This is an optimization exercise on Yosys and OpenROAD, whose aim is small area, a short achievable clock period and few clock cycles per item, not a production implementation.
Function was checked by simulation only, so behaviour that the tests miss may differ from the original.
No activity file was given, so power comes from the tool's default toggle rates.

<file path="design/flow/config.mk">
export PLATFORM = sky130hd
export DESIGN_NAME = bso_core
export DESIGN_NICKNAME = bso_core
export VERILOG_FILES = /design/flow/design.v
export SDC_FILE = /design/flow/constraint.sdc
export NUM_CORES = 8
export LEC_CHECK = 0
export CAP_MARGIN = 20
export CORE_MARGIN = 2
export CORE_UTILIZATION = 40
export CTS_BUF_LIST = sky130_fd_sc_hd__clkbuf_8 sky130_fd_sc_hd__clkbuf_16
export CTS_CLUSTER_DIAMETER = 60
export CTS_CLUSTER_SIZE = 20
export PLACE_DENSITY = 0.5
export SLEW_MARGIN = 20
</file>
<file path="design/flow/constraint.sdc">
create_clock -name core_clock -period 12.0 [get_ports {clk}]
set_input_delay 2.4000 -clock core_clock [delete_from_list [all_inputs] [get_ports {clk}]]
set_output_delay 2.4000 -clock core_clock [all_outputs]
set_load 0.01 [all_outputs]
</file>
<file path="design/flow/design.v">
module rot_stage #(
    parameter SH  = 1,
    parameter INV = 0
) (
    input  wire [63:0] d,
    input  wire        s,
    input  wire        sn,
    output wire [63:0] q
);
    wire [63:0] p = {d[SH-1:0], d[63:SH]};
    genvar i;
    generate
        for (i = 0; i < 64; i = i + 1) begin : g_b
            if (INV) begin : g_inv
                assign q[i] = ~((sn | p[i]) & (s | d[i]));
            end else begin : g_pos
                assign q[i] = (s & p[i]) | (sn & d[i]);
            end
        end
    endgenerate
endmodule
module mask_lut (
    input  wire [63:0] x,
    input  wire [63:0] b,
    input  wire [5:0]  lo,      
    input  wire [6:0]  hi,      
    input  wire [3:0]  lut,     
    output wire [63:0] r
);
    genvar i;
    generate
        for (i = 0; i < 64; i = i + 1) begin : g_bit
            wire m  = (i >= lo) & (i < hi);
            wire xm = x[i] & m;
            assign r[i] = lut[{xm, b[i]}];
        end
    endgenerate
endmodule
module popcount_a (
    input  wire [63:0] v,
    output wire [15:0] p
);
    wire s1 = v[0] ^ v[10] ^ v[11];
    wire c2 = (v[0] & v[10]) | (v[0] & v[11]) | (v[10] & v[11]);
    wire s3 = v[12] ^ v[13] ^ v[14];
    wire c4 = (v[12] & v[13]) | (v[12] & v[14]) | (v[13] & v[14]);
    wire s5 = v[15] ^ v[16] ^ v[17];
    wire c6 = (v[15] & v[16]) | (v[15] & v[17]) | (v[16] & v[17]);
    wire s7 = v[18] ^ v[19] ^ v[1];
    wire c8 = (v[18] & v[19]) | (v[18] & v[1]) | (v[19] & v[1]);
    wire s9 = v[20] ^ v[21] ^ v[22];
    wire c10 = (v[20] & v[21]) | (v[20] & v[22]) | (v[21] & v[22]);
    wire s11 = v[23] ^ v[24] ^ v[25];
    wire c12 = (v[23] & v[24]) | (v[23] & v[25]) | (v[24] & v[25]);
    wire s13 = v[26] ^ v[27] ^ v[28];
    wire c14 = (v[26] & v[27]) | (v[26] & v[28]) | (v[27] & v[28]);
    wire s15 = v[29] ^ v[2] ^ v[30];
    wire c16 = (v[29] & v[2]) | (v[29] & v[30]) | (v[2] & v[30]);
    wire s17 = v[31] ^ v[32] ^ v[33];
    wire c18 = (v[31] & v[32]) | (v[31] & v[33]) | (v[32] & v[33]);
    wire s19 = v[34] ^ v[35] ^ v[36];
    wire c20 = (v[34] & v[35]) | (v[34] & v[36]) | (v[35] & v[36]);
    wire s21 = v[37] ^ v[38] ^ v[39];
    wire c22 = (v[37] & v[38]) | (v[37] & v[39]) | (v[38] & v[39]);
    wire s23 = v[3] ^ v[40] ^ v[41];
    wire c24 = (v[3] & v[40]) | (v[3] & v[41]) | (v[40] & v[41]);
    wire s25 = v[42] ^ v[43] ^ v[44];
    wire c26 = (v[42] & v[43]) | (v[42] & v[44]) | (v[43] & v[44]);
    wire s27 = v[45] ^ v[46] ^ v[47];
    wire c28 = (v[45] & v[46]) | (v[45] & v[47]) | (v[46] & v[47]);
    wire s29 = v[48] ^ v[49] ^ v[4];
    wire c30 = (v[48] & v[49]) | (v[48] & v[4]) | (v[49] & v[4]);
    wire s31 = v[50] ^ v[51] ^ v[52];
    wire c32 = (v[50] & v[51]) | (v[50] & v[52]) | (v[51] & v[52]);
    wire s33 = v[53] ^ v[54] ^ v[55];
    wire c34 = (v[53] & v[54]) | (v[53] & v[55]) | (v[54] & v[55]);
    wire s35 = v[56] ^ v[57] ^ v[58];
    wire c36 = (v[56] & v[57]) | (v[56] & v[58]) | (v[57] & v[58]);
    wire s37 = v[59] ^ v[5] ^ v[60];
    wire c38 = (v[59] & v[5]) | (v[59] & v[60]) | (v[5] & v[60]);
    wire s39 = v[61] ^ v[62] ^ v[63];
    wire c40 = (v[61] & v[62]) | (v[61] & v[63]) | (v[62] & v[63]);
    wire s41 = v[6] ^ v[7] ^ v[8];
    wire c42 = (v[6] & v[7]) | (v[6] & v[8]) | (v[7] & v[8]);
    wire s43 = v[9] ^ s1 ^ s11;
    wire c44 = (v[9] & s1) | (v[9] & s11) | (s1 & s11);
    wire s45 = s13 ^ s15 ^ s17;
    wire c46 = (s13 & s15) | (s13 & s17) | (s15 & s17);
    wire s47 = s19 ^ s21 ^ s23;
    wire c48 = (s19 & s21) | (s19 & s23) | (s21 & s23);
    wire s49 = s25 ^ s27 ^ s29;
    wire c50 = (s25 & s27) | (s25 & s29) | (s27 & s29);
    wire s51 = s3 ^ s31 ^ s33;
    wire c52 = (s3 & s31) | (s3 & s33) | (s31 & s33);
    wire s53 = s35 ^ s37 ^ s39;
    wire c54 = (s35 & s37) | (s35 & s39) | (s37 & s39);
    wire s55 = s41 ^ s5 ^ s7;
    wire c56 = (s41 & s5) | (s41 & s7) | (s5 & s7);
    wire s57 = s9 ^ s43 ^ s45;
    wire c58 = (s9 & s43) | (s9 & s45) | (s43 & s45);
    wire s59 = s47 ^ s49 ^ s51;
    wire c60 = (s47 & s49) | (s47 & s51) | (s49 & s51);
    wire s61 = s53 ^ s55 ^ s57;
    wire c62 = (s53 & s55) | (s53 & s57) | (s55 & s57);
    wire s63 = c10 ^ c12 ^ c14;
    wire c64 = (c10 & c12) | (c10 & c14) | (c12 & c14);
    wire s65 = c16 ^ c18 ^ c2;
    wire c66 = (c16 & c18) | (c16 & c2) | (c18 & c2);
    wire s67 = c20 ^ c22 ^ c24;
    wire c68 = (c20 & c22) | (c20 & c24) | (c22 & c24);
    wire s69 = c26 ^ c28 ^ c30;
    wire c70 = (c26 & c28) | (c26 & c30) | (c28 & c30);
    wire s71 = c32 ^ c34 ^ c36;
    wire c72 = (c32 & c34) | (c32 & c36) | (c34 & c36);
    wire s73 = c38 ^ c4 ^ c40;
    wire c74 = (c38 & c4) | (c38 & c40) | (c4 & c40);
    wire s75 = c42 ^ c6 ^ c8;
    wire c76 = (c42 & c6) | (c42 & c8) | (c6 & c8);
    wire s77 = c44 ^ c46 ^ c48;
    wire c78 = (c44 & c46) | (c44 & c48) | (c46 & c48);
    wire s79 = c50 ^ c52 ^ c54;
    wire c80 = (c50 & c52) | (c50 & c54) | (c52 & c54);
    wire s81 = c56 ^ s63 ^ s65;
    wire c82 = (c56 & s63) | (c56 & s65) | (s63 & s65);
    wire s83 = s67 ^ s69 ^ s71;
    wire c84 = (s67 & s69) | (s67 & s71) | (s69 & s71);
    wire s85 = s73 ^ s75 ^ c58;
    wire c86 = (s73 & s75) | (s73 & c58) | (s75 & c58);
    wire s87 = c60 ^ s77 ^ s79;
    wire c88 = (c60 & s77) | (c60 & s79) | (s77 & s79);
    wire s89 = c64 ^ c66 ^ c68;
    wire c90 = (c64 & c66) | (c64 & c68) | (c66 & c68);
    wire s91 = c70 ^ c72 ^ c74;
    wire c92 = (c70 & c72) | (c70 & c74) | (c72 & c74);
    wire s93 = c76 ^ c78 ^ c80;
    wire c94 = (c76 & c78) | (c76 & c80) | (c78 & c80);
    wire s95 = c82 ^ c84 ^ s89;
    wire c96 = (c82 & c84) | (c82 & s89) | (c84 & s89);
    assign p = {c96, c94, c92, c90, s95, s93, c88, c86, s91, s87, s85, c62, s83, s81, s61, s59};
endmodule
module popcount_b (
    input  wire [15:0] p,
    output wire [6:0]  card
);
    wire s97 = p[2] ^ p[3] ^ p[4];
    wire c98 = (p[2] & p[3]) | (p[2] & p[4]) | (p[3] & p[4]);
    wire s99 = p[5] ^ p[6] ^ s97;
    wire c100 = (p[5] & p[6]) | (p[5] & s97) | (p[6] & s97);
    wire s101 = p[10] ^ p[11] ^ p[7];
    wire c102 = (p[10] & p[11]) | (p[10] & p[7]) | (p[11] & p[7]);
    wire s103 = p[8] ^ p[9] ^ c98;
    wire c104 = (p[8] & p[9]) | (p[8] & c98) | (p[9] & c98);
    wire s105 = s101 ^ c100 ^ s103;
    wire c106 = (s101 & c100) | (s101 & s103) | (c100 & s103);
    wire s107 = p[12] ^ p[13] ^ p[14];
    wire c108 = (p[12] & p[13]) | (p[12] & p[14]) | (p[13] & p[14]);
    wire s109 = p[15] ^ c102 ^ s107;
    wire c110 = (p[15] & c102) | (p[15] & s107) | (c102 & s107);
    wire s111 = c104 ^ s109 ^ c106;
    wire c112 = (c104 & s109) | (c104 & c106) | (s109 & c106);
    wire s113 = c108 ^ c110 ^ c112;
    wire c114 = (c108 & c110) | (c108 & c112) | (c110 & c112);
    wire [6:0] sum = {1'b0, {c114, s113, s111, s105, s99, p[0]}} + {1'b0, {1'b0, 1'b0, 1'b0, 1'b0, 1'b0, p[1]}};
    assign card = sum[6:0];
endmodule
module first_last (
    input  wire [63:0] v,
    output wire [5:0]  lo,         
    output wire [5:0]  hi,         
    output wire        nonempty    
);
    function automatic [5:0] lsb_idx(input [63:0] x);
        integer k;
        reg       v1 [0:31]; reg [0:0] i1 [0:31];
        reg       v2 [0:15]; reg [1:0] i2 [0:15];
        reg       v3 [0:7];  reg [2:0] i3 [0:7];
        reg       v4 [0:3];  reg [3:0] i4 [0:3];
        reg       v5 [0:1];  reg [4:0] i5 [0:1];
        begin
            for (k = 0; k < 32; k = k + 1) begin
                v1[k] = x[2*k] | x[2*k+1]; i1[k] = ~x[2*k];
            end
            for (k = 0; k < 16; k = k + 1) begin
                v2[k] = v1[2*k] | v1[2*k+1];
                i2[k] = v1[2*k] ? {1'b0, i1[2*k]} : {1'b1, i1[2*k+1]};
            end
            for (k = 0; k < 8; k = k + 1) begin
                v3[k] = v2[2*k] | v2[2*k+1];
                i3[k] = v2[2*k] ? {1'b0, i2[2*k]} : {1'b1, i2[2*k+1]};
            end
            for (k = 0; k < 4; k = k + 1) begin
                v4[k] = v3[2*k] | v3[2*k+1];
                i4[k] = v3[2*k] ? {1'b0, i3[2*k]} : {1'b1, i3[2*k+1]};
            end
            for (k = 0; k < 2; k = k + 1) begin
                v5[k] = v4[2*k] | v4[2*k+1];
                i5[k] = v4[2*k] ? {1'b0, i4[2*k]} : {1'b1, i4[2*k+1]};
            end
            lsb_idx = v5[0] ? {1'b0, i5[0]} : {1'b1, i5[1]};
        end
    endfunction
    function automatic [63:0] rev(input [63:0] x);
        integer k;
        for (k = 0; k < 64; k = k + 1) rev[k] = x[63-k];
    endfunction
    assign lo       = lsb_idx(v);
    assign hi       = ~lsb_idx(rev(v));    
    assign nonempty = |v;
endmodule
module bso_core #(
    parameter W = 64
) (
    input  wire         clk,
    input  wire         rst,           
    input  wire         req_valid,
    input  wire [39:0]  cmd,
    input  wire [W-1:0] a,
    input  wire [W-1:0] b,
    output reg          rsp_valid,
    output wire [W-1:0] rset,
    output wire [15:0]  rcnt,
    output reg          rflag,
    output reg  [1:0]   err
);
    localparam NP = 16;                
    localparam [1:0] ERR_OK = 2'd0, ERR_EMPTY_SET = 2'd1,
                     ERR_INVALID_RANGE = 2'd2, ERR_ILLEGAL_OP = 2'd3;
    wire [5:0]  opc = cmd[5:0];
    wire [1:0]  rsv = cmd[7:6];
    wire [15:0] n1  = cmd[23:8];
    wire [15:0] n2  = cmd[39:24];
    wire go = req_valid & ~rst;
    localparam [3:0] F_AND = 4'b1000, F_OR = 4'b1110, F_XOR = 4'b0110,
                     F_NOTX = 4'b0011, F_CLR = 4'b0100, F_X = 4'b1100,
                     F_BNX = 4'b0010;
    reg [3:0] f;
    reg       rot_r, rot_l, mk_shl, mk_shr, mk_ext, shift_op, test_op;
    reg       c_clz, c_ctz, c_card, c_min, c_max;
    reg       legal;
    always @(*) begin
        f = 4'b0000;
        rot_r = 1'b0; rot_l = 1'b0; mk_shl = 1'b0; mk_shr = 1'b0; mk_ext = 1'b0;
        shift_op = 1'b0; test_op = 1'b0;
        c_clz = 1'b0; c_ctz = 1'b0; c_card = 1'b0; c_min = 1'b0; c_max = 1'b0;
        legal = 1'b1;
        case (opc)
            6'h00, 6'h21:                 f = F_AND;
            6'h01, 6'h09, 6'h20, 6'h30:   f = F_OR;
            6'h02, 6'h0A, 6'h23, 6'h31:   f = F_XOR;
            6'h03, 6'h24:                 f = F_NOTX;
            6'h08, 6'h22, 6'h2F:          f = F_CLR;
            6'h04: begin f = F_X;   rot_l = 1'b1; mk_shl = 1'b1; shift_op = 1'b1; end
            6'h2B: begin f = F_OR;  rot_l = 1'b1; mk_shl = 1'b1; shift_op = 1'b1; end
            6'h05: begin f = F_X;   rot_r = 1'b1; mk_shr = 1'b1; shift_op = 1'b1; end
            6'h2C: begin f = F_AND; rot_r = 1'b1; mk_shr = 1'b1; shift_op = 1'b1; end
            6'h06: begin f = F_X;   rot_l = 1'b1; end
            6'h2D: begin f = F_CLR; rot_l = 1'b1; end
            6'h07: begin f = F_X;   rot_r = 1'b1; end
            6'h2E: begin f = F_XOR; rot_r = 1'b1; end
            6'h0B, 6'h32: begin f = F_X; rot_r = 1'b1; mk_ext = 1'b1; end
            6'h0C, 6'h33: c_clz = 1'b1;
            6'h0D, 6'h34: c_ctz = 1'b1;
            6'h27: c_card = 1'b1;
            6'h29: c_min = 1'b1;
            6'h2A: c_max = 1'b1;
            6'h25: begin f = F_CLR; test_op = 1'b1; end
            6'h26: begin f = F_BNX; test_op = 1'b1; end
            6'h28: begin f = F_X;   test_op = 1'b1; end
            default: legal = 1'b0;
        endcase
        if (rsv != 2'b00) legal = 1'b0;
    end
    wire n1big = |n1[15:6];                                
    wire nbig  = (|n1[15:7]) | (|n2[15:7]);                
    wire [3:0] f_ok = f & {4{legal}};
    wire [3:0] lut1 = (shift_op & n1big) ? {f_ok[1:0], f_ok[1:0]} : f_ok;
    wire [5:0] n1lo = n1[5:0];
    wire [5:0] ramt = rot_r ? n1lo : rot_l ? (6'd0 - n1lo) : 6'd0;
    wire [5:0] lo1  = mk_shl ? n1lo : 6'd0;
    wire [6:0] hi1  = mk_shr ? (7'd64 - {1'b0, n1lo}) :
                      mk_ext ? n2[6:0] : 7'd64;          
    reg          v1_q;
    reg [W-1:0]  a_q, b_q;
    reg [5:0]    rs_q, rsn_q;              
    reg [5:0]    lo_q;
    reg [6:0]    hi_q;
    reg [3:0]    lut_q;
    reg          ext_q, big_q, n1b6_q, ill_q, test1_q;
    reg          card1_q, clz_q, ctz_q, min_q, max_q;
    always @(posedge clk) begin
        v1_q    <= go;
        a_q     <= a;
        b_q     <= b;
        rs_q    <= ramt;
        rsn_q   <= ~ramt;
        lo_q    <= lo1;
        hi_q    <= hi1;
        lut_q   <= lut1;
        ext_q   <= legal & mk_ext;
        big_q   <= nbig;
        n1b6_q  <= n1[6];
        ill_q   <= ~legal;
        test1_q <= legal & test_op;
        card1_q <= legal & c_card;
        clz_q   <= legal & c_clz;
        ctz_q   <= legal & c_ctz;
        min_q   <= legal & c_min;
        max_q   <= legal & c_max;
    end
    wire [7:0] rsum = {1'b0, n1b6_q, rs_q} + {1'b0, hi_q};
    wire bad_q = ext_q & (big_q | rsum[7] | (rsum[6] & (|rsum[5:0])));
    wire [W-1:0] rb [0:6];
    assign rb[0] = a_q;
    genvar j;
    generate
        for (j = 0; j < 6; j = j + 1) begin : g_rb
            rot_stage #(.SH(1 << j), .INV(1)) st (
                .d(rb[j]), .s(rs_q[j]), .sn(rsn_q[j]), .q(rb[j+1]));
        end
    endgenerate
    wire [W-1:0] x = rb[6];                
    wire [W-1:0] rn2;
    mask_lut ml (.x(x), .b(b_q), .lo(lo_q), .hi(hi_q), .lut(~(lut_q & {4{~bad_q}})), .r(rn2));
    wire [5:0] fl_lo, fl_hi;
    wire       nonempty;
    first_last fl (.v(a_q), .lo(fl_lo), .hi(fl_hi), .nonempty(nonempty));
    wire [6:0] clz = nonempty ? {1'b0, ~fl_hi} : 7'd64;
    wire [6:0] ctz = nonempty ? {1'b0, fl_lo}  : 7'd64;
    wire [6:0] cv2 = ({7{clz_q}} & clz)
                   | ({7{ctz_q}} & ctz)
                   | ({7{min_q & nonempty}} & {1'b0, fl_lo})
                   | ({7{max_q & nonempty}} & {1'b0, fl_hi});
    wire empty = (min_q | max_q) & ~nonempty;
    wire [NP-1:0] pc2;
    popcount_a pca (.v(a_q), .p(pc2));
    reg          v2_q;
    reg [W-1:0]  rn_q;
    reg [6:0]    cv_q;
    reg [NP-1:0] pc_q;
    reg          card_q, test_q;
    reg [1:0]    err2_q;
    always @(posedge clk) begin
        v2_q   <= v1_q & ~rst;               
        rn_q   <= rn2;
        cv_q   <= cv2;
        pc_q   <= pc2;
        card_q <= card1_q;
        test_q <= test1_q;
        err2_q <= ill_q ? ERR_ILLEGAL_OP : bad_q ? ERR_INVALID_RANGE :
                  empty ? ERR_EMPTY_SET : ERR_OK;
    end
    wire g3 = v2_q & ~rst;                   
    wire [6:0] card;
    popcount_b pcb (.p(pc_q), .card(card));
    wire [W-1:0] rset_d  = ~(rn_q | {W{~(g3 & ~test_q)}});
    wire         rflag_d = g3 & test_q & (&rn_q);
    wire [6:0]   rcnt_d  = {7{g3}} & (card_q ? card : cv_q);
    wire [1:0]   err_d   = {2{g3}} & err2_q;
    reg [W-1:0] rset_q;
    reg [6:0]   rcnt_q;
    always @(posedge clk) begin
        rsp_valid <= g3;
        rset_q    <= rset_d;
        rcnt_q    <= rcnt_d;
        rflag     <= rflag_d;
        err       <= err_d;
    end
    assign rset = rset_q;
    assign rcnt = {9'd0, rcnt_q};
endmodule
</file>
<file path="design/flow/flow/run.sh">
#!/bin/bash
# Standard layout, with plain buffers (sky130_fd_sc_hd__buf_1) on the ports
# instead of the delay buffers buffer_ports picks by default, and timing
# repair aimed at a 3.4 ns period (setup margin 8.6 ns on the 12 ns clock).
set -euo pipefail
export BUFFER_PORTS_ARGS="-buffer_cell sky130_fd_sc_hd__buf_1"
export SETUP_SLACK_MARGIN=8.6
bash standard.sh > standard.log 2>&1
</file>
<file path="design/flow/standard.sh">
#!/bin/bash
# synth_recipe.tcl (not shown) runs the flow's synth.tcl, then flattens the netlist and writes it again
# the make line also repeats each setting of config.mk as NAME=value (left out here)
make -C /OpenROAD-flow-scripts/flow DESIGN_CONFIG=/design/flow/config.mk WORK_HOME=/design/flow/orfs CLKGATE_MAP_FILE= SYNTH_SCRIPT=/design/flow/synth_recipe.tcl "${@:-finish}"
</file>
==> results of run 1 <==
==> registers in the layout, indices dropped and copies added (netlist names), 2 cells and up <==
name and count:
rcnt_q 7, rsn_q 6, cv_q 7, rset_q 64, a_q 64, rs_q 6, hi_q 7, b_q 64
lo_q 6, err2_q 2, pc_q 16, rn_q 64, lut_q 4, err 2
==> cell type report <==
cell class,count,area share
sequential,335,0.346
clock buffer,27,0.0334
inverter,111,0.0223
clock inverter,15,0.00711
timing repair buffer,275,0.0777
tap,539,0.0345
multi-input combinational,1221,0.479
==> cells by family after synthesis <==
logic type      after synthesis
compound gates              613
simple gates                427
flops                       335
buf+inv                     271
fa+ha+maj                    84
mux                          79
xor+xnor                      9
other cells                   1
==> placed cells by master, fill, tap and decap left out, drive strengths merged, types with 9 or more instances in the layout <==
| cell type | count |
|---|---|
| a211oi | 16 |
| a21o | 9 |
| a21oi | 51 |
| a221oi | 24 |
| a31oi | 12 |
| and2 | 12 |
| and3 | 9 |
| buf | 274 |
| clkbuf | 28 |
| conb | 9 |
| dfxtp | 335 |
| fa | 58 |
| ha | 26 |
| inv | 123 |
| mux2i | 14 |
| mux4 | 64 |
| nand2 | 95 |
| nand2b | 12 |
| nand3 | 30 |
| nand4 | 25 |
| nor2 | 155 |
| nor2b | 13 |
| nor3 | 29 |
| nor4 | 13 |
| o21ai | 43 |
| o22ai | 386 |
| o31ai | 9 |
| or2 | 13 |
==> repair_timing <==
action,CTS,global route
resized for setup,133,44
buffers inserted,4,10
cloned,0,0
pin swaps,3,4
setup endpoints to repair,173,156
==> Yosys cell counts, drive strengths merged (4+ instances only) <==
| library cell | count |
|---|---|
| or2 | 13 |
| and2 | 12 |
| nand3 | 30 |
| nor3 | 29 |
| nand2b | 12 |
| inv | 111 |
| a22o | 7 |
| o31a | 4 |
| nor3b | 7 |
| a21o | 9 |
| fa | 58 |
| nor2b | 13 |
| nor4 | 13 |
| xnor2 | 7 |
| nand2 | 95 |
| a211oi | 16 |
| mux2i | 14 |
| nand4 | 25 |
| a22oi | 4 |
| a221oi | 24 |
| mux4 | 64 |
| o21ai | 43 |
| a311oi | 5 |
| clkbuf | 101 |
| a31oi | 12 |
| a21oi | 51 |
| buf | 59 |
| o32ai | 5 |
| o2111ai | 6 |
| o22ai | 386 |
| ha | 26 |
| dfxtp | 335 |
| o21bai | 6 |
| or4 | 6 |
| o31ai | 9 |
| nor2 | 155 |
| and3 | 9 |
==> power groups by stage <==
stage / combinational (mW) / clock (mW) / sequential (mW)
floorplan: 0.597 / 0 / 1.23
global placement: 0.822 / 0 / 1.27
detailed placement: 0.828 / 0 / 1.27
CTS: 0.839 / 0.848 / 1.25
global route: 0.930 / 0.888 / 1.25
finish: 0.836 / 0.825 / 1.24
==> through the flow <==
step / cells / setup slack (ps) / total power, mW / utilization / hold slack, ps
floorplan: 1827 / 8360 / 1.83 / - / 310
global route: 2523 / 8550 / 3.07 / 0.467 / 338
finish: 2523 / 8590 / 2.91 / 0.467 / 330
global placement: 2467 / 7450 / 2.10 / 0.434 / 314
CTS: 2513 / 8560 / 2.93 / 0.461 / 333
detailed placement: 2467 / 7390 / 2.10 / 0.434 / 320
==> metal layers <==
layer,global-route usage,vias to the layer above
li1,-,7120
met1,0.338,7397
met2,0.472,572
met3,0.0284,127
met4,0.122,0
met5,0,-
==> worst paths after layout <==
| check | slack [ps] | end | start |
|---|---|---|---|
| min reg2reg | 330 | card_q | card1_q |
| max reg2reg | 8770 | rn_q[37] | hi_q[0] |
| max | 8590 | rset[20] | rset_q[20] |
| min | 330 | card_q | card1_q |
==> run_results.csv, run 1 <==
group,metric,value,unit
run_status,status,"no timing/DRC/antenna violations",
run,cap_violations,0,
logic_synthesis,synth_xor_area_frac,0.00465,
detailed_routing,wl_met2,30300,um
detailed_routing,maxUsedRoutingLayer,"met4",
final_layout,insertedDiodeCount,0,
final_layout,ff_latch_area,0.00676,mm^2
logic_synthesis,yosys-top-cells-area,"dfxtp_1 (40%), o22ai_1 (14%), mux4_2 (8.5%)",
critical_path,critPathTopFamily,"flip-flops",
sta,finalClockSkew,15.8,ps
logic_synthesis,synth-adder-area-share,0.0877,
die,ioPinCount,255,
logic_synthesis,synth_top_area_share,0.395,
die,coreArea,0.0419,mm^2
sta,min_period_over_period,0.284,
critical_path,crit_path_max_fanout,1,
detailed_routing,drc,0,
critical_path,crit_buf_inv,1,
sta,slew_headroom,0.224,
die,std_cell_rows,75,
logic_synthesis,ys_async_sr_fraction,0,
final_layout,nFillCells,4103,
logic_synthesis,synth_simple_gate_area_frac,0.120,
detailed_routing,met1Wirelength,25000,um
clock_network,clockBufferDepth,3,
power,p_comb_frac,0.288,
sta,hold_viol_final,0,
power,ir_drop,0.236,mV
logic_synthesis,synth-seq-cells,335,
clock_network,cts_tree,"done",
logic_synthesis,synth_top_family_by_area,"compound AO/OA/AOI/OAI gates",
critical_path,r2r_cells,11,
detailed_routing,wirelength,61400,um
power,p_seq_frac,0.428,
detailed_routing,antenna_left,0,
critical_path,cp-start-kind,"flip-flop",
power,cellLeakagePower,7.40,nW
final_layout,drive_gt1_frac,0.152,
power,pwr-share-clk,0.284,
sta,worstMarginPinSlew,1150,ps
clock_network,numCtsBuffers,25,
grt,antenna_found_initial,0,
logic_synthesis,muxShareOfSynthArea,0.0939,
critical_path,timing.critical_path.arrival,1010,ps
logic_synthesis,syn_inst,1819,
sta,fmaxAchievable,294,MHz
grt,overflow,0,
detailed_routing,drt-pass1-iter-count,6,
die,die_w,210,um
power,p_sw,969,uW
clock_network,cts_root_buffer,"clkbuf_16",
min_path,hold_path_class,"reg2reg",
power,internal_power,1.94,mW
critical_path,crit_type,"reg2out",
clock_network,htreeDepth,1,
placed_design,gp_congestion,0.954,
sta,setup_violations,0,
detailed_routing,num_vias,15216,
critical_path,end_kind,"output pin",
logic_synthesis,ys_seq_area_frac,0.395,
clock_network,clock_sinks,335,
logic_synthesis,synth-compound-area-share,0.235,
critical_path,path_cells,"buf_6",
critical_path,worst_ep_required_time,9600,ps
sta,min_period,3410,ps
placed_design,io_buffers,245,
power,power_density,149,mW/mm^2
power,p_sw_frac,0.334,
die,die_h,210,um
logic_synthesis,syn-cell-area,0.0170,mm^2
logic_synthesis,synth_cell_types,71,
logic_synthesis,yosys_warnings,22,
clock_network,clk_latency,560,ps
logic_synthesis,synth_edf_count,0,
critical_path,critPathSlowestCell,"dfxtp_2",
logic_synthesis,synth_area_leader_cell,"dfxtp_1",
grt,grt_pass1_vias,14538,
detailed_routing,routedWlPerCell,24.3,um
detailed_routing,wl_met3,2750,um
sta,slew_violations,0,
die,start_util,0.405,
detailed_routing,avgViaCountPerCell,6.03,
sta,rsz0062_at_grt,"yes",
final_layout,syn_to_final_growth,15.3,%
final_layout,multi_input_area,0.00936,mm^2
clock_network,hold_buffers,0,
placed_design,dpl_cell_area,0.0182,mm^2
die,dieArea,0.0441,mm^2
clock_network,clkTransAtPathRegs,80,ps
placed_design,dp_hpwl,47800,um
logic_synthesis,postSynthAreaPerCell,9.32,um^2
critical_path,slowest_delay,340,ps
sta,tns,0,ps
grt,grt_use_total,0.270,
detailed_routing,drt_iter0_drc,1479,
logic_synthesis,ys.flop_type,"dfxtp_1",
grt,grt_pass1_wl,90600,um
grt,grt_max_degree,67,
min_path,hold_depth,0,
final_layout,final_cell_area,0.0195,mm^2
critical_path,path_depth,1,
final_layout,fin_nets,2224,
Testbench counts, summed over its fixed seeds: cycles 64,032, items 64,000.
==> run 2, diff against run 1 <==
--- a/design/flow/design.v
+++ b/design/flow/design.v
@@ -320,7 +320,7 @@
     endgenerate
     wire [W-1:0] x = rb[6];                
     wire [W-1:0] rn2;
-    mask_lut ml (.x(x), .b(b_q), .lo(lo_q), .hi(hi_q), .lut(~(lut_q & {4{~bad_q}})), .r(rn2));
+    mask_lut ml (.x(x), .b(b_q), .lo(lo_q), .hi(hi_q), .lut(~lut_q), .r(rn2));
     wire [5:0] fl_lo, fl_hi;
     wire       nonempty;
     first_last fl (.v(a_q), .lo(fl_lo), .hi(fl_hi), .nonempty(nonempty));
@@ -352,7 +352,7 @@
     wire g3 = v2_q & ~rst;                   
     wire [6:0] card;
     popcount_b pcb (.p(pc_q), .card(card));
-    wire [W-1:0] rset_d  = ~(rn_q | {W{~(g3 & ~test_q)}});
+    wire [W-1:0] rset_d  = ~(rn_q | {W{~(g3 & ~test_q & ~err2_q[1])}});
     wire         rflag_d = g3 & test_q & (&rn_q);
     wire [6:0]   rcnt_d  = {7{g3}} & (card_q ? card : cv_q);
     wire [1:0]   err_d   = {2{g3}} & err2_q;
--- a/design/flow/config.mk
+++ b/design/flow/config.mk
@@ -8,8 +8,7 @@
 export CAP_MARGIN = 20
 export CORE_MARGIN = 2
 export CORE_UTILIZATION = 40
-export CTS_BUF_LIST = sky130_fd_sc_hd__clkbuf_8 sky130_fd_sc_hd__clkbuf_16
-export CTS_CLUSTER_DIAMETER = 60
-export CTS_CLUSTER_SIZE = 20
+export CTS_CLUSTER_DIAMETER = 100
+export CTS_CLUSTER_SIZE = 30
 export PLACE_DENSITY = 0.5
 export SLEW_MARGIN = 20
==> run 2 against run 1 <==
Effect of this change: clock skew up 9.1 ps; sequential power barely moved; combinational power hardly changed; sequential share of layout area increased by 0.88 points; critical path type unchanged; non-clock buffer count is 19 lower; utilization down 1.3 points; register-to-register slack got worse by 80 ps; first-iteration DRC count increased by 16%; via count decreased by 0.34%.
==> run_results.csv, run 2 <==
group,metric,value,unit
logic_synthesis,synth_edf_count,0,
sta,rsz0062_at_grt,"yes",
critical_path,crit_buf_inv,1,
grt,overflow,0,
critical_path,path_cells,"buf_2",
die,ioPinCount,255,
sta,setup_violations,0,
die,die_h,211,um
logic_synthesis,syn-cell-area,0.0171,mm^2
clock_network,numCtsBuffers,16,
detailed_routing,avgViaCountPerCell,6.10,
placed_design,pre_cts_ws,7440,ps
power,power_density,143,mW/mm^2
logic_synthesis,ys.flop_type,"dfxtp_1",
critical_path,r2r_slack,8690,ps
grt,grtUsageMet3,0.0521,
critical_path,critical_path.endpoint,"rset[16]",
final_layout,mostFrequentLayoutCell,"o22ai_1",
sta,holdWs,411,ps
placed_design,io_buffers,245,
logic_synthesis,ys_seq_area_frac,0.393,
logic_synthesis,yosys-top-cells-area,"dfxtp_1 (39%), o22ai_1 (14%), mux4_2 (8.4%)",
sta,hold_viol_final,0,
grt,grt_use_total,0.273,
logic_synthesis,postSynthAreaPerCell,9.35,um^2
critical_path,timing.rr.end,"rn_q[28]",
logic_synthesis,yosysMostFrequentCell,"o22ai_1",
power,ir_drop,0.130,mV
run,cap_violations,0,
critical_path,end_kind,"output pin",
clock_network,hold_buffers,0,
final_layout,syn_to_final_growth,12.0,%
detailed_routing,drt_iter0_drc,1713,
min_path,hold_path_class,"reg2reg",
grt,busiest_layer,"met1",
final_layout,fin_nets,2196,
grt,globalRouteMet1Util,0.409,
critical_path,timing.rr.start,"rsn_q[2]",
critical_path,slowest_delay,330,ps
sta,min_period,3390,ps
detailed_routing,antenna_left,0,
logic_synthesis,synth_top_area_share,0.393,
critical_path,critPathTopFamily,"flip-flops",
sta,worstMarginPinSlew,1090,ps
detailed_routing,drt-pass1-iter-count,8,
sta,finalWorstSetupSlack,8610,ps
logic_synthesis,synth_cell_types,69,
detailed_routing,wirelength,62800,um
clock_network,clock_sinks,335,
power,cellLeakagePower,7.08,nW
logic_synthesis,synth-seq-cells,335,
die,coreArea,0.0420,mm^2
die,dieArea,0.0443,mm^2
critical_path,path_depth,1,
detailed_routing,num_vias,15165,
clock_network,clk_latency,540,ps
sta,finalClockSkew,24.9,ps
min_path,min_from,"rn_q[43]",
grt,antenna_found_initial,1,
critical_path,worst_ep_required_time,9600,ps
sta,slew_violations,0,
clock_network,cts_root_buffer,"clkbuf_16",
logic_synthesis,yosys_warnings,22,
critical_path,cp-start-kind,"flip-flop",
grt,grt_pass1_wl,90500,um
logic_synthesis,ys_async_sr_fraction,0,
clock_network,clockBufferDepth,3,
placed_design,gp_congestion,0.981,
die,start_util,0.406,
clock_network,cts_tree,"done",
critical_path,timing.critical_path.arrival,990,ps
placed_design,dp_hpwl,48500,um
logic_synthesis,syn_inst,1824,
critical_path,crit_path_start,"rset_q[16]",
grt,grt_max_degree,67,
critical_path,r2r_cells,6,
final_layout,layout_common_cells,"o22ai_1 (381), dfxtp_1 (295), buf_1 (164)",
logic_synthesis,synth_common_cells,"o22ai_1 (381), dfxtp_1 (335), nor2_1 (157)",
grt,met2_usage,0.400,
sta,min_period_over_period,0.282,
run_status,status,"no timing/DRC/antenna violations",
logic_synthesis,synth_area_leader_cell,"dfxtp_1",
final_layout,insertedDiodeCount,0,
clock_network,clkTransAtPathRegs,110,ps
sta,fmaxAchievable,295,MHz
die,std_cell_rows,75,
final_layout,drive_gt1_frac,0.139,
detailed_routing,drc,0,
critical_path,crit_type,"reg2out",
clock_network,htreeDepth,1,
critical_path,critPathSlowestCell,"dfxtp_1",
sta,slew_headroom,0.270,
sta,tns,0,ps
grt,grt_pass1_vias,14200,
die,die_w,211,um
detailed_routing,routedWlPerCell,25.3,um
critical_path,crit_path_max_fanout,1,
-- run 2: logic make-up (layout without fill, tap and decap cells) --
family | count (synthesis) | after routing | synth area share
mux | 78 | 78 | 0.0928
compound gates | 619 | 619 | 0.236
xor+xnor | 13 | 13 | 0.00667
buf+inv | 278 | 392 | 0.0690
flops | 335 | 335 | 0.393
fa+ha+maj | 84 | 84 | 0.0871
simple gates | 416 | 416 | 0.115
other cells | 1 | 9 | 0.000220
-- run 2: routing by layer --
layer	part of all wire	vias to the layer above	wire [um]
met1	0.47	7391	29200
met4	0.028	0	1740
met5	0	-	0
met3	0.083	80	5200
li1	-	7030	-
met2	0.42	664	26600
-- run 2: power breakdown --
group	switching (mW)	internal, mW	leakage [nW]	total (mW)
logic	0.482	0.352	4.06	0.834
registers	0.0757	1.17	2.78	1.25
clock network	0.371	0.269	0.243	0.641
total	0.929	1.79	7.08	2.72
-- run 2: metrics by stage --
stage / power (mW) / instances / utilization / cell area [um^2]
5_1_grt: 2.88 / 2485 / 0.454 / 19100
3_3_place_gp: 2.08 / 2454 / 0.430 / 18100
2_1_floorplan: 1.83 / 1832 / - / 17300
6_report: 2.72 / 2485 / 0.454 / 19100
3_5_place_dp: 2.09 / 2454 / 0.430 / 18100
4_1_cts: 2.73 / 2478 / 0.448 / 18800
-- run 2: worst min path at each step --
stage,end,slack [ps],cells past startpoint
after floorplan,card_q,310,0
after CTS,rset_q[10],420,1
after global routing,rset_q[43],420,1
after global placement,rset_q[10],400,1
final,rset_q[43],410,1
after detailed placement,rset_q[43],400,1
-- run 2: final cells by class --
cell class,instances,area (um^2)
Fill cell,4177,22900
Tap cell,539,674
Inverter,113,442
Sequential cell,335,6780
Clock buffer,17,425
Multi-Input combinational cell,1219,9350
Clock inverter,6,67.6
Timing Repair Buffer,256,1370
-- run 2: repair_timing --
action / 4_1_cts / 5_1_grt
pin swaps: 1 / 7
endpoints found under the setup margin: 156 / 108
setup buffers: 1 / 5
resized for setup: 125 / 45
Testbench counts of run 2, summed over its fixed seeds: cycles 64,032, items 64,000.
==> run 3, diff against run 2 <==
--- a/design/flow/config.mk
+++ b/design/flow/config.mk
@@ -7,8 +7,8 @@
 export LEC_CHECK = 0
 export CAP_MARGIN = 20
 export CORE_MARGIN = 2
-export CORE_UTILIZATION = 40
+export CORE_UTILIZATION = 45
 export CTS_CLUSTER_DIAMETER = 100
 export CTS_CLUSTER_SIZE = 30
-export PLACE_DENSITY = 0.5
+export PLACE_DENSITY = 0.55
 export SLEW_MARGIN = 20
==> run 3 against run 2 <==
Effect of this change: maximum frequency fell by 0.12%; cell count shrank 1.0%; via count grew 0.52%; routed wire length fell by 4.0%; critical path depth did not move; register-to-register slack worse by 30 ps; cell area rose by 0.24%.
==> run_results.csv, run 3 <==
group,metric,value,unit
final_layout,mostFrequentLayoutCell,"o22ai_1",
power,power_density,142,mW/mm^2
logic_synthesis,ys_async_sr_fraction,0,
final_layout,syn_to_final_growth,12.2,%
critical_path,crit_type,"reg2out",
power,p_sw,928,uW
grt,grt_use_total,0.297,
critical_path,critPathSlowestCell,"dfxtp_2",
sta,worstMarginPinSlew,1100,ps
grt,antenna_found_initial,1,
placed_design,dpl_cell_area,0.0181,mm^2
sta,rsz0062_at_grt,"yes",
critical_path,path_cells,"buf_6",
clock_network,cts_root_buffer,"clkbuf_16",
clock_network,hold_buffers,0,
grt,grt_pass1_wl,87300,um
sta,fmaxAchievable,295,MHz
logic_synthesis,syn-cell-area,0.0171,mm^2
die,ioPinCount,255,
die,dieArea,0.0395,mm^2
critical_path,end_kind,"output pin",
detailed_routing,antenna_left,0,
final_layout,ff_latch_area,0.00677,mm^2
detailed_routing,drt_iter0_drc,1565,
run_status,status,"no timing/DRC/antenna violations",
power,cellLeakagePower,7.10,nW
power,power,2.72,mW
final_layout,multi_input_area,0.00940,mm^2
die,start_util,0.455,
clock_network,numCtsBuffers,16,
power,p_comb_frac,0.308,
detailed_routing,avgViaCountPerCell,6.20,
final_layout,drive_gt1_frac,0.143,
sta,slew_headroom,0.268,
run,cap_violations,0,
logic_synthesis,yosys-top-cells-area,"dfxtp_1 (39%), o22ai_1 (14%), mux4_2 (8.4%)",
sta,hold_viol_final,0,
logic_synthesis,synth_common_cells,"o22ai_1 (381), dfxtp_1 (335), nor2_1 (157)",
sta,setup_violations,0,
critical_path,slowest_delay,350,ps
power,p_sw_frac,0.341,
grt,overflow,0,
clock_network,clockBufferDepth,3,
die,coreArea,0.0375,mm^2
final_layout,fin_nets,2197,
clock_network,cts_tree,"done",
sta,finalClockSkew,21.6,ps
logic_synthesis,synth_area_leader_cell,"dfxtp_1",
clock_network,htreeDepth,1,
critical_path,critPathTopFamily,"flip-flops",
clock_network,clk_latency,540,ps
sta,holdWs,354,ps
logic_synthesis,yosysMostFrequentCell,"o22ai_1",
clock_network,clkTransAtPathRegs,110,ps
detailed_routing,maxUsedRoutingLayer,"met4",
power,p_seq_frac,0.456,
logic_synthesis,synth_cell_types,69,
placed_design,io_buffers,245,
final_layout,final_cell_area,0.0191,mm^2
detailed_routing,wl_met3,4760,um
final_layout,nFillCells,3617,
die,die_w,199,um
logic_synthesis,ys_seq_area_frac,0.393,
grt,grt_pass1_vias,13934,
sta,finalWorstSetupSlack,8610,ps
detailed_routing,met1Wirelength,28600,um
critical_path,timing.critical_path.arrival,990,ps
critical_path,worst_ep_required_time,9600,ps
die,die_h,199,um
sta,tns,0,ps
detailed_routing,wirelength,60300,um
critical_path,crit_path_max_fanout,1,
logic_synthesis,synth-seq-cells,335,
sta,min_period,3390,ps
logic_synthesis,yosys_warnings,22,
logic_synthesis,synth_edf_count,0,
placed_design,dp_hpwl,46600,um
detailed_routing,drc,0,
sta,slew_violations,0,
placed_design,pre_cts_ws,7390,ps
placed_design,gp_congestion,1.02,
detailed_routing,routedWlPerCell,24.5,um
sta,min_period_over_period,0.283,
power,ir_drop,0.0988,mV
power,internal_power,1.80,mW
critical_path,cp-start-kind,"flip-flop",
clock_network,clock_sinks,335,
critical_path,crit_buf_inv,1,
die,std_cell_rows,71,
detailed_routing,num_vias,15244,
detailed_routing,drt-pass1-iter-count,6,
logic_synthesis,ys.flop_type,"dfxtp_1",
logic_synthesis,synth_top_area_share,0.393,
grt,grt_max_degree,66,
power,pwr-share-clk,0.236,
detailed_routing,wl_met2,25500,um
logic_synthesis,syn_inst,1824,
min_path,hold_path_class,"reg2reg",
final_layout,layout_common_cells,"o22ai_1 (379), dfxtp_1 (292), buf_1 (164)",
logic_synthesis,postSynthAreaPerCell,9.35,um^2
## run 3: cell counts after synthesis
Identical to the previous run, type by type.
## run 3: power by group through the flow
stage / Clock (mW) / Combinational [mW] / Sequential (mW)
detailed placement: 0 / 0.816 / 1.27
CTS: 0.655 / 0.821 / 1.25
finish: 0.643 / 0.838 / 1.24
global route: 0.698 / 0.927 / 1.25
global placement: 0 / 0.810 / 1.27
floorplan: 0 / 0.602 / 1.23
## run 3: routing by layer
layer | track usage | vias up
li1 | - | 7042
met1 | 0.457 | 7387
met2 | 0.433 | 742
met3 | 0.0444 | 73
met4 | 0.0771 | 0
met5 | 0 | -
## run 3: path summary, 6_finish.rpt
check              from       end  slack, ps  cells past startpoint
max          rset_q[32]  rset[32]       8610                      1
min             test1_q    test_q        350                      0
max reg2reg     rs_q[0]  rn_q[46]       8660                      9
min reg2reg     test1_q    test_q        350                      0
## run 3: cells by family after synthesis
| logic type | count (synthesis) | share of synthesized area |
|---|---|---|
| and+or+nand+nor | 416 | 0.115 |
| muxes | 78 | 0.0928 |
| DFF | 335 | 0.393 |
| AOI/OAI and AO/OA | 619 | 0.236 |
| xor gates and xnor gates | 13 | 0.00667 |
| buffers and inverters | 278 | 0.0690 |
| adders and majority gates | 84 | 0.0871 |
| other | 1 | 0.000220 |
## run 3: final cells by class
class | instances | area share
well taps | 511 | 0.0334
clock inverters | 5 | 0.00353
inverters | 113 | 0.0231
multi-input cells | 1219 | 0.491
repair buffers | 257 | 0.0728
clock buffers | 17 | 0.0222
flip-flops and latches | 335 | 0.354
diodes | 2 | 0.000261
## run 3: timing repair
| item | 4_1_cts | 5_1_grt |
|---|---|---|
| endpoints found under the hold margin | 0 | 0 |
| resized for setup | 122 | 68 |
| endpoints found under the setup margin | 129 | 96 |
| buffers inserted | 0 | 3 |
| pin swaps | 4 | 6 |
## run 3: metrics by stage
stage,utilization,instances
final,0.511,2459
after global routing,0.511,2457
after CTS,0.501,2452
after detailed placement,0.482,2430
after global placement,0.482,2430
after floorplan,-,1832
==> run 4, diff against run 3 <==
--- a/design/flow/config.mk
+++ b/design/flow/config.mk
@@ -7,8 +7,8 @@
 export LEC_CHECK = 0
 export CAP_MARGIN = 20
 export CORE_MARGIN = 2
-export CORE_UTILIZATION = 45
+export CORE_UTILIZATION = 50
 export CTS_CLUSTER_DIAMETER = 100
 export CTS_CLUSTER_SIZE = 30
-export PLACE_DENSITY = 0.55
+export PLACE_DENSITY = 0.6
 export SLEW_MARGIN = 20
==> run 4 against run 3 <==
Effect of this change: still clean; cell count is 2.6% lower; cell area shrank 1.1%; hold slack improved by 59 ps; die area decreased by 9.8%; maximum frequency grew 0.37%; register-to-register slack about the same; clock-buffer cell count fell by 2; utilization increased by 5.4 points; non-clock buffer count rose by 4; sequential power about the same; combinational power about the same; clock power down 9.5%; critical endpoint is now rset[53].
==> run_results.csv, run 4 <==
group,metric,value,unit
sta,min_period_over_period,0.282,
die,die_h,189,um
detailed_routing,drt_iter0_drc,1883,
detailed_routing,routedWlPerCell,24.1,um
final_layout,insertedDiodeCount,0,
clock_network,numCtsBuffers,15,
critical_path,cp-start-kind,"flip-flop",
min_path,hold_path_class,"reg2reg",
final_layout,layout_common_cells,"o22ai_1 (380), dfxtp_1 (289), buf_1 (164)",
min_path,min_to,"rset_q[26]",
critical_path,r2r_cells,9,
detailed_routing,wirelength,57800,um
logic_synthesis,postSynthAreaPerCell,9.35,um^2
run_status,status,"no timing/DRC/antenna violations",
clock_network,cts_root_buffer,"clkbuf_16",
final_layout,drive_gt1_frac,0.142,
clock_network,htreeDepth,1,
critical_path,slowest_delay,340,ps
clock_network,clk_latency,530,ps
critical_path,timing.rr.end,"rn_q[46]",
final_layout,syn_to_final_growth,11.0,%
logic_synthesis,synth_area_leader_cell,"dfxtp_1",
logic_synthesis,ys_seq_area_frac,0.393,
sta,finalClockSkew,18.6,ps
final_layout,mostFrequentLayoutCell,"o22ai_1",
sta,finalWorstSetupSlack,8620,ps
grt,grt_pass1_vias,13959,
min_path,hold_depth,1,
logic_synthesis,ys.flop_type,"dfxtp_1",
power,p_sw_frac,0.341,
logic_synthesis,yosys-top-cells-area,"dfxtp_1 (39%), o22ai_1 (14%), mux4_2 (8.4%)",
sta,min_period,3380,ps
sta,slew_headroom,0.249,
sta,hold_viol_final,0,
critical_path,path_depth,1,
power,ir_drop,0.169,mV
power,pwr-share-clk,0.218,
sta,fmaxAchievable,296,MHz
power,p_seq_frac,0.468,
die,dieArea,0.0356,mm^2
detailed_routing,num_vias,15256,
logic_synthesis,yosys_warnings,22,
critical_path,timing.rr.start,"rs_q[0]",
power,power_density,141,mW/mm^2
die,coreArea,0.0335,mm^2
clock_network,hold_buffers,0,
critical_path,worst_ep_required_time,9600,ps
critical_path,path_cells,"buf_6",
detailed_routing,antenna_left,0,
grt,overflow,0,
grt,grt_max_degree,67,
clock_network,clkTransAtPathRegs,110,ps
die,die_w,189,um
critical_path,crit_path_max_fanout,1,
sta,tns,0,ps
sta,setup_violations,0,
grt,grt_use_total,0.313,
critical_path,end_kind,"output pin",
critical_path,timing.critical_path.arrival,980,ps
sta,worstMarginPinSlew,1130,ps
sta,slew_violations,0,
final_layout,fin_nets,2200,
die,start_util,0.509,
placed_design,gp_congestion,1.04,
detailed_routing,drc,0,
run,cap_violations,0,
placed_design,pre_cts_ws,7440,ps
critical_path,crit_buf_inv,1,
logic_synthesis,synth_cell_types,69,
logic_synthesis,syn_inst,1824,
die,std_cell_rows,67,
power,internal_power,1.76,mW
detailed_routing,avgViaCountPerCell,6.37,
final_layout,nFillCells,3070,
clock_network,clock_sinks,335,
critical_path,crit_type,"reg2out",
die,ioPinCount,255,
critical_path,critPathTopFamily,"flip-flops",
logic_synthesis,syn-cell-area,0.0171,mm^2
detailed_routing,drt-pass1-iter-count,5,
logic_synthesis,synth_edf_count,0,
placed_design,dp_hpwl,44700,um
power,p_sw,911,uW
logic_synthesis,yosysMostFrequentCell,"o22ai_1",
logic_synthesis,synth_top_area_share,0.393,
logic_synthesis,synth_common_cells,"o22ai_1 (381), dfxtp_1 (335), nor2_1 (157)",
placed_design,io_buffers,245,
clock_network,clockBufferDepth,3,
logic_synthesis,ys_async_sr_fraction,0,
grt,grt_pass1_wl,85200,um
power,p_comb_frac,0.315,
critical_path,r2r_slack,8660,ps
sta,rsz0062_at_grt,"yes",
critical_path,critPathSlowestCell,"dfxtp_2",
power,cellLeakagePower,7.04,nW
clock_network,cts_tree,"done",
grt,antenna_found_initial,2,
logic_synthesis,synth-seq-cells,335,
min_path,min_from,"rn_q[26]",
-- run 4: cell count changes in the layout (fill, tap and decap cells not counted), moves of 5 or more --
cell	before	now
buf_2	45	28
clkbuf_2	0	22
buf_4	8	14
buf_6	33	28
-- run 4: cells by family (layout without fill, tap and decap cells) --
logic type / count (synthesis) / count (layout) / share of synthesized area
muxes: 78 / 78 / 0.0928
and+or+nand+nor: 416 / 416 / 0.115
AOI/OAI and AO/OA: 619 / 619 / 0.236
adders and majority gates: 84 / 84 / 0.0871
other: 1 / 9 / 0.000220
xor gates and xnor gates: 13 / 13 / 0.00667
DFF: 335 / 335 / 0.393
buffers and inverters: 278 / 393 / 0.0690
-- run 4: worst max path at each step --
stage                     slack, ps   endpoint  startpoint
after CTS                      8600    rcnt[2]   rcnt_q[2]
after floorplan                8360   rsn_q[2]      cmd[1]
final                          8620   rset[53]  rset_q[53]
after global placement         7470    rs_q[4]      cmd[2]
after global routing           8570  err2_q[0]      a_q[6]
after detailed placement       7440    rs_q[4]      cmd[2]
-- run 4: power by group through the flow --
stage | sequential (mW) | combinational, mW | clock [mW]
after CTS | 1.25 | 0.819 | 0.592
after detailed placement | 1.28 | 0.814 | 0
final | 1.25 | 0.841 | 0.582
after global placement | 1.28 | 0.806 | 0
after global routing | 1.26 | 0.930 | 0.635
after floorplan | 1.23 | 0.602 | 0
-- run 4: what timing repair did --
action	CTS	global route
hold endpoints to repair	0	0
pin swaps	2	4
resized for setup	85	99
setup endpoints to repair	111	88
buffers inserted	0	7
gates cloned	0	0
-- run 4: routing by layer --
metal | up-vias | part of all wire | track usage | wire length, um
met2 | 750 | 0.42 | 0.459 | 24300
li1 | 7055 | - | - | -
met3 | 91 | 0.092 | 0.0587 | 5290
met4 | 0 | 0.030 | 0.0709 | 1730
met1 | 7360 | 0.46 | 0.478 | 26500
met5 | - | 0 | 0 | 0
-- run 4: stage by stage --
stage | util | hold slack (ps) | area, um^2 | cells | total power, mW
6_report | 0.565 | 412 | 18900 | 2395 | 2.67
5_1_grt | 0.565 | 430 | 18900 | 2395 | 2.82
4_1_cts | 0.553 | 418 | 18500 | 2386 | 2.66
3_5_place_dp | 0.536 | 402 | 18000 | 2367 | 2.09
3_3_place_gp | 0.536 | 399 | 18000 | 2367 | 2.08
2_1_floorplan | - | 310 | 17300 | 1832 | 1.83
-- run 4: area by class of cell --
cell class | count | area, um^2 | area share
Timing Repair Buffer | 261 | 1370 | 0.0723
Sequential cell | 335 | 6780 | 0.358
Multi-Input combinational cell | 1219 | 9370 | 0.495
Tap cell | 448 | 561 | 0.0296
Clock inverter | 4 | 41.3 | 0.00218
Inverter | 113 | 442 | 0.0233
Clock buffer | 15 | 375 | 0.0198

## separate check: timing with driven ports
No port has a modelled driver above. Below, the same layouts with a new extraction and two added sets of constraints.
Step 1, drivers: a clkbuf_16 drives clk and a buf_2 each remaining input, both assumed.
Step 2 times the ports against the registers' clock, not the clock port: input delays grow and output delays shrink by t, the midpoint of the rising clock arrivals with the driver on.
Three values: ideal ports, drivers, drivers and shift; two values: the first two.
run | t, ns | setup WS [ns] | hold slack, ns
run 1 | 0.610 | 8.594 / 8.534 / 8.096 | 0.330 / 0.330 / 0.330
run 2 | 0.583 | 8.612 / 8.556 / 8.084 | 0.411 / 0.411 / 0.411
run 3 | 0.589 | 8.608 / 8.550 / 8.063 | 0.354 / 0.354 / 0.354
run 4 | 0.572 | 8.620 / 8.572 / 8.106 | 0.412 / 0.412 / 0.412
After both steps setup and hold are still met in every run listed. For run 3, which loses most, drivers alone change the setup slack by -0.058 ns; drivers and shift together by -0.545 ns.
